This design comes from an exercise in tuning for small area, a short achievable clock period and few clock cycles on the open sky130 flow, not from production work.
The RTL was checked by simulation tests, not by an equivalence proof against the original design.
Power figures rest on the tool's default switching activity, not on a simulated workload.

[design/flow/constraint.sdc]
create_clock -name core_clock -period 10.0 [get_ports {clk}]
set_input_delay 2.0000 -clock core_clock [delete_from_list [all_inputs] [get_ports {clk}]]
set_output_delay 2.0000 -clock core_clock [all_outputs]
set_load 0.01 [all_outputs]
[design/flow/design.v]
module eddy_rx (
    input  wire         clk,
    input  wire         rst,             
    input  wire         start,
    input  wire [4:0]   in_len,
    input  wire [247:0] in_buf,          
    output wire         busy,
    output reg          done,
    output reg          err,
    output reg  [2:0]   err_code,
    output reg  [4:0]   pos,
    output reg          flags_valid,
    output reg  [7:0]   flags,
    output wire [15:0]  svc_uuid,
    output wire [15:0]  svc_data_type,
    output wire [7:0]   frame_type,
    output reg  [1:0]   kind,
    output wire [7:0]   txpower,
    output wire [79:0]  namespace_id,    
    output wire [47:0]  instance_id,
    output wire         rsvd_present,
    output wire [15:0]  rsvd,
    output wire [863:0] url,             
    output reg  [6:0]   url_len,
    output wire [7:0]   version,
    output wire [15:0]  vbatt,
    output wire [7:0]   temp_int,
    output wire [7:0]   temp_frac,
    output wire [31:0]  adv_count,
    output wire [31:0]  time_cnt
);
    localparam K  = 8;      
    localparam W  = 16;     
    localparam [1:0] S_IDLE = 2'd0, S_SCAN = 2'd1, S_URL = 2'd2;
    reg  [1:0]  state;
    reg  [4:0]  preg;       
    reg         uu;         
    reg         var_r;      
    reg  [1:0]  scheme;
    reg  [7:0]  tx;         
    reg  [4:0]  rp;         
    reg  [4:0]  rem;        
    reg  [7:0]  E [1:18];   
    reg  [7:0]  ub [7:107]; 
    assign busy = (state != S_IDLE);
    wire idle   = (state == S_IDLE);
    wire accept = idle & start;
    wire [7:0] B [0:40];
    genvar gi;
    generate
        for (gi = 0; gi <= 40; gi = gi + 1) begin : g_b
            if (gi < 31) assign B[gi] = in_buf[8*gi +: 8];
            else         assign B[gi] = 8'd0;
        end
    endgenerate
    wire [5:0] n = {1'b0, in_len};
    wire [31:0] cont, isfl, isuu;
    wire [2:0]  st_err  [0:31];
    wire [1:0]  st_kind [0:31];
    wire [31:0] st_var;
    wire [31:0] nx [0:31];     
    generate
        for (gi = 0; gi < 32; gi = gi + 1) begin : g_pos
            wire [7:0] L  = B[gi];
            wire [7:0] T  = B[gi+1];
            wire [15:0] U = {B[gi+3], B[gi+2]};
            wire [7:0] FT = B[gi+4];
            wire [7:0] SC = B[gi+6];
            wire ge_n   = (gi >= n);
            wire bnd    = ({1'b0, L} + gi + 1) > {3'd0, n};
            wire uok    = (U == 16'hFEAA);
            wire [5:0] m = n - gi - 5;
            reg  [2:0] e;
            reg  [1:0] kd;
            reg        vr, c, fl, uuv;
            always @(*) begin
                e = 3'd0; kd = 2'd0; vr = 1'b0; c = 1'b0; fl = 1'b0; uuv = 1'b0;
                if (ge_n)                 e = 3'd2;
                else if (L == 8'd0)       e = 3'd2;
                else if (bnd)             e = 3'd3;
                else if (T == 8'h01) begin
                    if (gi + 2 >= n)      e = 3'd3;
                    else begin c = 1'b1; fl = 1'b1; end
                end else if (T == 8'h03) begin
                    if (gi + 3 >= n)      e = 3'd3;
                    else if (!uok)        e = 3'd2;
                    else begin c = 1'b1; uuv = 1'b1; end
                end else if (T == 8'h16) begin
                    if (gi + 4 >= n)      e = 3'd3;
                    else if (!uok)        e = 3'd2;
                    else if (FT == 8'h00) begin
                        if (m == 6'd17)      kd = 2'd1;
                        else if (m == 6'd19) begin kd = 2'd1; vr = 1'b1; end
                        else                 e = 3'd4;
                    end else if (FT == 8'h10) begin
                        if (m < 6'd2 || m > 6'd18) e = 3'd4;
                        else if (SC > 8'd3)        e = 3'd5;
                        else                       kd = 2'd2;
                    end else if (FT == 8'h20) begin
                        if (m == 6'd13)      begin kd = 2'd3; vr = 1'b1; end
                        else if (m == 6'd14) kd = 2'd3;
                        else                 e = 3'd4;
                    end else              e = 3'd6;
                end else                  c = 1'b1;
            end
            assign cont[gi]    = c;
            assign isfl[gi]    = fl;
            assign isuu[gi]    = uuv;
            assign st_err[gi]  = e;
            assign st_kind[gi] = kd;
            assign st_var[gi]  = vr;
            genvar gj;
            for (gj = 0; gj < 32; gj = gj + 1) begin : g_nx
                if (gj > gi) assign nx[gi][gj] = (L == gj - gi - 1);
                else         assign nx[gi][gj] = 1'b0;
            end
        end
    endgenerate
    function [31:0] hop(input [31:0] c, input [31:0] ct);
        integer i, j;
        begin
            hop = 32'd0;
            for (j = 1; j < 32; j = j + 1)
                for (i = 0; i < j; i = i + 1)
                    hop[j] = hop[j] | (c[i] & ct[i] & nx[i][j]);
        end
    endfunction
    wire [31:0] c0 = 32'd1 << (accept ? 5'd0 : preg);
    wire [31:0] c1 = hop(c0, cont);
    wire [31:0] c2 = hop(c1, cont);
    wire [31:0] c3 = hop(c2, cont);
    wire [31:0] V  = c0 | c1 | c2 | c3;
    wire [31:0] S  = V & ~cont;           
    wire        stop = |S;
    reg [2:0] r_err;
    reg [1:0] r_kind;
    reg       r_var;
    reg [4:0] r_p;         
    reg [7:0] r_tx;
    reg [1:0] r_sch;
    reg [4:0] r_c3;
    reg [31:0] fsel;
    reg       r_fv;
    reg [7:0] r_fl;
    integer   ii;
    always @(*) begin
        r_err = 3'd0; r_kind = 2'd0; r_var = 1'b0; r_p = 5'd0; r_tx = 8'd0;
        r_sch = 2'd0; r_c3 = 5'd0; r_fl = 8'd0;
        for (ii = 0; ii < 32; ii = ii + 1) begin
            r_err  = r_err  | ({3{S[ii]}} & st_err[ii]);
            r_kind = r_kind | ({2{S[ii]}} & st_kind[ii]);
            r_var  = r_var  | (S[ii] & st_var[ii]);
            r_p    = r_p    | ({5{S[ii]}} & (ii + 5));
            r_tx   = r_tx   | ({8{S[ii]}} & B[ii+5]);
            r_sch  = r_sch  | ({2{S[ii]}} & B[ii+6][1:0]);
            r_c3   = r_c3   | ({5{c3[ii]}} & ii);
        end
        fsel = V & isfl;
        for (ii = 0; ii < 32; ii = ii + 1)
            if (fsel[ii]) r_fl = B[ii+2];
        r_fv = |fsel;
    end
    wire r_uu = |(V & isuu);
    wire [3:0] sft = (in_len > 5'd18) ? (in_len - 5'd18) : 4'd0;
    wire [8*32-1:0] bsh = {8'd0, in_buf} >> (8 * sft);
    reg  [7:0] b [0:K-1];
    reg  [K-1:0] val, sf;
    reg  [3:0] jj;
    reg        hasS;
    reg  [3:0] nlit;
    reg  [3:0] code;
    reg  [4:0] cons;
    reg  [7:0] X [0:5];
    reg  [2:0] slen;
    reg  [47:0] sstr;
    reg  [7:0] chunk [0:W-1];
    reg  [4:0] clen;
    integer    s, d;
    function [47:0] sfx_str(input [3:0] cd);    
        case (cd)
            4'd0:  sfx_str = {8'h00, "/moc."};
            4'd1:  sfx_str = {8'h00, "/gro."};
            4'd2:  sfx_str = {8'h00, "/ude."};
            4'd3:  sfx_str = {8'h00, "/ten."};
            4'd4:  sfx_str = "/ofni.";
            4'd5:  sfx_str = {8'h00, "/zib."};
            4'd6:  sfx_str = {8'h00, "/vog."};
            4'd7:  sfx_str = {16'h00, "moc."};
            4'd8:  sfx_str = {16'h00, "gro."};
            4'd9:  sfx_str = {16'h00, "ude."};
            4'd10: sfx_str = {16'h00, "ten."};
            4'd11: sfx_str = {8'h00, "ofni."};
            4'd12: sfx_str = {16'h00, "zib."};
            default: sfx_str = {16'h00, "vog."};
        endcase
    endfunction
    function [2:0] sfx_len(input [3:0] cd);
        case (cd)
            4'd4:  sfx_len = 3'd6;
            4'd11: sfx_len = 3'd5;
            default: sfx_len = (cd < 4'd7) ? 3'd5 : 3'd4;
        endcase
    endfunction
    always @(*) begin
        for (s = 0; s < K; s = s + 1) begin
            b[s] = 8'd0;
            for (d = 1; d <= 18; d = d + 1)
                if (rp + s == d) b[s] = E[d];
            val[s] = (s < rem);
            sf[s]  = val[s] & (b[s] < 8'd14);
        end
        jj = K; hasS = 1'b0;
        for (s = K - 1; s >= 0; s = s - 1)
            if (sf[s]) begin jj = s; hasS = 1'b1; end
        nlit = hasS ? jj : ((rem < K) ? rem[3:0] : K);
        code = b[jj[2:0]][3:0];
        sstr = sfx_str(code);
        for (d = 0; d < 6; d = d + 1)
            X[d] = hasS ? sstr[8*d +: 8] : 8'd0;
        slen = hasS ? sfx_len(code) : 3'd0;
        for (s = 0; s < W; s = s + 1) begin
            chunk[s] = 8'd0;
            if (s < nlit) chunk[s] = b[s];
            else if (s - nlit < 6) chunk[s] = X[s - nlit];
        end
        clen = nlit + slen;
        cons = hasS ? jj + 1 : nlit;
    end
    wire [3:0] lo = url_len[3:0];
    wire [2:0] lr = url_len[6:4];
    reg  [7:0] lane [0:W-1];
    integer    l;
    always @(*)
        for (l = 0; l < W; l = l + 1)
            lane[l] = chunk[(l - lo) & (W - 1)];
    wire in_url = (state == S_URL);
    wire [4:0] rem_n = rem - cons;
    function [39:0] tail_str(input [1:0] sc);    
        case (sc)
            2'd0: tail_str = {8'h00, ".www"};
            2'd1: tail_str = ".www/";
            2'd2: tail_str = 40'd0;
            default: tail_str = {32'd0, "/"};
        endcase
    endfunction
    function [3:0] pfx_len(input [1:0] sc);
        case (sc)
            2'd0: pfx_len = 4'd11;
            2'd1: pfx_len = 4'd12;
            2'd2: pfx_len = 4'd7;
            default: pfx_len = 4'd8;
        endcase
    endfunction
    wire scanning = accept | (state == S_SCAN);
    wire err1     = accept & (in_len == 5'd0);
    wire fin_scan = scanning & (err1 | stop);
    wire ok       = ~err1 & (r_err == 3'd0);
    wire is_url_s = ok & (r_kind == 2'd2);
    wire [4:0] nsym = in_len - r_p - 5'd2;
    wire tail_wr  = fin_scan & is_url_s;
    integer k;
    wire [39:0] tstr = tail_str(r_sch);
    always @(posedge clk) begin
        if (rst) begin
            state       <= S_IDLE;
            done        <= 1'b0;
            err         <= 1'b0;
            err_code    <= 3'd0;
            pos         <= 5'd0;
            flags_valid <= 1'b0;
            flags       <= 8'd0;
            uu          <= 1'b0;
            kind        <= 2'd0;
            var_r       <= 1'b0;
            url_len     <= 7'd0;
            scheme      <= 2'd0;
            tx          <= 8'd0;
            preg        <= 5'd0;
            rp          <= 5'd0;
            rem         <= 5'd0;
        end else begin
            done <= 1'b0;
            if (accept) begin
                for (k = 1; k <= 18; k = k + 1)
                    E[k] <= bsh[8*(k-1) +: 8];
                flags_valid <= 1'b0;
                flags       <= 8'd0;
                uu          <= 1'b0;
            end
            if (scanning) begin
                if (r_fv) begin
                    flags_valid <= 1'b1;
                    flags       <= r_fl;
                end
                if (r_uu) uu <= 1'b1;
                preg  <= r_c3;
                state <= S_SCAN;
            end
            if (fin_scan) begin
                err      <= ~ok;
                err_code <= err1 ? 3'd1 : r_err;
                pos      <= ok ? r_p : 5'd0;
                kind     <= ok ? r_kind : 2'd0;
                var_r    <= r_var;
                tx       <= r_tx;
                scheme   <= r_sch;
                if (!ok) begin
                    flags_valid <= 1'b0;
                    flags       <= 8'd0;
                    uu          <= 1'b0;
                end
                url_len <= is_url_s ? {3'd0, pfx_len(r_sch)} : 7'd0;
                rp      <= r_p + 5'd3 - {1'b0, sft};
                rem     <= nsym;
                if (is_url_s && nsym != 5'd0) state <= S_URL;
                else begin
                    state <= S_IDLE;
                    done  <= 1'b1;
                end
            end
            if (in_url) begin
                url_len <= url_len + clen;
                rp      <= rp + cons;
                rem     <= rem_n;
                if (rem_n == 5'd0) begin
                    state <= S_IDLE;
                    done  <= 1'b1;
                end
            end
        end
    end
    always @(posedge clk) begin
        for (k = 7; k <= 107; k = k + 1) begin
            if (rst || accept) begin
                if (k <= 11 && tail_wr && !rst)
                    ub[k] <= tstr[8*(k-7) +: 8];
                else
                    ub[k] <= 8'd0;
            end else if (k <= 11 && tail_wr) begin
                ub[k] <= tstr[8*(k-7) +: 8];
            end else if (in_url &&
                         (((k / W) == lr && (k % W) >= lo) ||
                          ((k / W) == lr + 1 && (k % W) < lo))) begin
                ub[k] <= lane[k % W];
            end
        end
    end
    wire k_uid = (kind == 2'd1);
    wire k_url = (kind == 2'd2);
    wire k_tlm = (kind == 2'd3);
    wire u19 = k_uid & var_r,  u17 = k_uid & ~var_r;
    wire t13 = k_tlm & var_r,  t14 = k_tlm & ~var_r;
    assign svc_uuid      = uu ? 16'hFEAA : 16'd0;
    assign svc_data_type = (kind != 2'd0) ? 16'hFEAA : 16'd0;
    assign frame_type    = {2'b00, k_tlm, k_url, 4'b0000};
    assign txpower       = (k_uid | k_url) ? tx : 8'd0;
    assign version       = k_tlm ? tx : 8'd0;
    assign rsvd_present  = u19;
    function [7:0] pu(input integer q);
        pu = ({8{u19}} & E[q]) | ({8{u17}} & E[q+2]);
    endfunction
    function [7:0] pt(input integer q);
        pt = ({8{t14}} & E[q+5]) | ({8{t13}} & E[q+6]);
    endfunction
    generate
        for (gi = 0; gi < 10; gi = gi + 1) begin : g_ns
            assign namespace_id[8*gi +: 8] = pu(1 + gi);
        end
        for (gi = 0; gi < 6; gi = gi + 1) begin : g_in
            assign instance_id[8*gi +: 8] = pu(11 + gi);
        end
    endgenerate
    assign rsvd      = {({8{u19}} & E[18]), ({8{u19}} & E[17])};
    assign vbatt     = {pt(1), pt(2)};
    assign temp_int  = pt(3);
    assign temp_frac = pt(4);
    assign adv_count = {pt(5), pt(6), pt(7), pt(8)};
    assign time_cnt  = {pt(9), pt(10), pt(11), pt(12)};
    generate
        for (gi = 0; gi < 7; gi = gi + 1) begin : g_head
            wire [55:0] hs = scheme[0] ? {"/", ":", "s", "p", "t", "t", "h"}
                                       : {"/", "/", ":", "p", "t", "t", "h"};
            assign url[8*gi +: 8] = k_url ? hs[8*gi +: 8] : 8'd0;
        end
        for (gi = 7; gi < 108; gi = gi + 1) begin : g_url
            assign url[8*gi +: 8] = ub[gi];
        end
    endgenerate
endmodule
[design/flow/config.mk]
export PLATFORM = sky130hd
export DESIGN_NAME = eddy_rx
export DESIGN_NICKNAME = eddy_rx
export VERILOG_FILES = /design/flow/design.v
export SDC_FILE = /design/flow/constraint.sdc
export NUM_CORES = 4
export LEC_CHECK = 0
export CAP_MARGIN = 20
export CORE_MARGIN = 2
export CORE_UTILIZATION = 30
export SLEW_MARGIN = 20
[design/flow/run.sh]
#!/bin/bash
# synth_recipe.tcl (not shown) runs the flow's synth.tcl, then flattens the netlist and writes it again
# the make line also repeats each setting of config.mk as NAME=value (left out here)
make -C /OpenROAD-flow-scripts/flow DESIGN_CONFIG=/design/flow/config.mk WORK_HOME=/design/flow/orfs CLKGATE_MAP_FILE= SYNTH_SCRIPT=/design/flow/synth_recipe.tcl finish
==> flow_summary.toml <==
[logic_synthesis]
syn_area_per_cell_sq_um = 6.89
yosysTopAreaCell = "dfxtp_1"
netlist_area_sq_um = 122000
synth_adder_area_share_pct = 3.90
synth_area_leaders = "dfxtp_1, nand2_1, nor2_1"
synth_top_family_by_area = "compound AO/OA/AOI/OAI gates"
synth_ff_type = "dfxtp_1"
synth_edf_count = 184
ys_seq_area_share_pct = 18.1
synthMuxAreaShare_pct = 5.04
synth_compound_area_share_pct = 35.2
synth_top_area_share_pct = 13.6
netlist_instances = 17642
synthArstFlopShare_pct = 0
synth-simple-area-share_pct = 29.9
synth_xor_area_share_pct = 1.01
synthDistinctLibCells = 145
ys_seq_elements = 1008
ys_warn_count = 199

[placement]
hpwl_mm = 1140
gp_congestion = 1.42
port_buffers = 1404

[global_routing]
grt_max_degree = 185
gr-total-overflow = 29
grt_pass1_vias = 202625
grt_pass1_wl_mm = 1940
globalRouteTotalUtil_pct = 69.4

[die]
fp-row-count = 233
die_w_um = 641
initial_core_util_pct = 30.2
die_height_um = 641
ios = 1446

[clock_network]
clock_path_buffers = 4
hold_buffers = 0
htreeDepth = 3
numCtsBuffers = 116
clock_sinks = 1008
clockRootBuffer = "clkbuf_16"

[outcome]
firstError = "[ERROR GRT-0116] Global routing finished with congestion. Check the congestion regions in the DRC Viewer."
failing_step = "global routing (5_1_grt)"
status = "stopped before the end"
synthesized netlist by cell type, types with 142 or more instances:
master and instances:
a211oi_1 289, a21boi_0 244, a21oi_1 1217, a221oi_1 231, a22oi_1 213, a31oi_1 187, and2_1 192, and3_1 247
buf_1 142, buf_2 182, clkbuf_1 1158, dfxtp_1 824, edfxtp_1 184, ha_1 366, inv_1 331, mux2i_1 566
nand2_1 2362, nand2b_1 246, nand3_1 836, nand4_1 267, nor2_1 1756, nor2b_1 170, nor3_1 478, nor4_1 245
o2111ai_1 143, o211ai_1 195, o21ai_0 829, o221ai_1 254, o22ai_1 528, o31ai_1 169, o32ai_1 147
layer usage:
| layer | GRT overflow | GRT usage (%) |
|---|---|---|
| met1 | 0 | 71.3 |
| met2 | 11 | 84.0 |
| met3 | 1 | 54.2 |
| met4 | 17 | 67.2 |
| met5 | 0 | 25.3 |
worst min-delay path by stage:
stage	from	to	slack, ns	cells past startpoint
after floorplan	tx[4]	tx[4]	0.44	2
after global placement	ub[49][0]	ub[49][0]	0.44	2
after detailed placement	ub[51][0]	ub[51][0]	0.44	2
after CTS	ub[23][4]	ub[23][4]	0.45	2
through the flow:
| step | cells | worst slack (ns) | hold WS (ns) | TNS (ns) | area [sq um] |
|---|---|---|---|---|---|
| 3_3_place_gp | 27581 | -2.51 | 0.437 | -177.80 | 176000 |
| 3_5_place_dp | 27582 | -1.93 | 0.445 | -134.26 | 176000 |
| 4_1_cts | 27798 | -0.0161 | 0.453 | -0.0161 | 181000 |
| 2_1_floorplan | 17682 | 0.0322 | 0.436 | 0 | 122000 |
logic make-up after synthesis:
family | count (synthesis)
AOI/OAI and AO/OA | 6041
xor gates and xnor gates | 138
adders and majority gates | 374
buffers and inverters | 1992
DFF | 1008
muxes | 599
other | 1
and+or+nand+nor | 7489
power by group through the flow:
stage                     Clock [W]  Combinational (W)  Sequential [W]
after CTS                   0.00447             0.0613         0.00465
after detailed placement          0             0.0610         0.00473
after global placement            0             0.0613         0.00474
after floorplan                   0             0.0182         0.00449
what timing repair did:
action / CTS
resized for setup: 60
pin swaps: 14
buffers inserted: 5
endpoints found under the setup margin: 191
Testbench counts, summed over its fixed seeds: cycles 3,628.
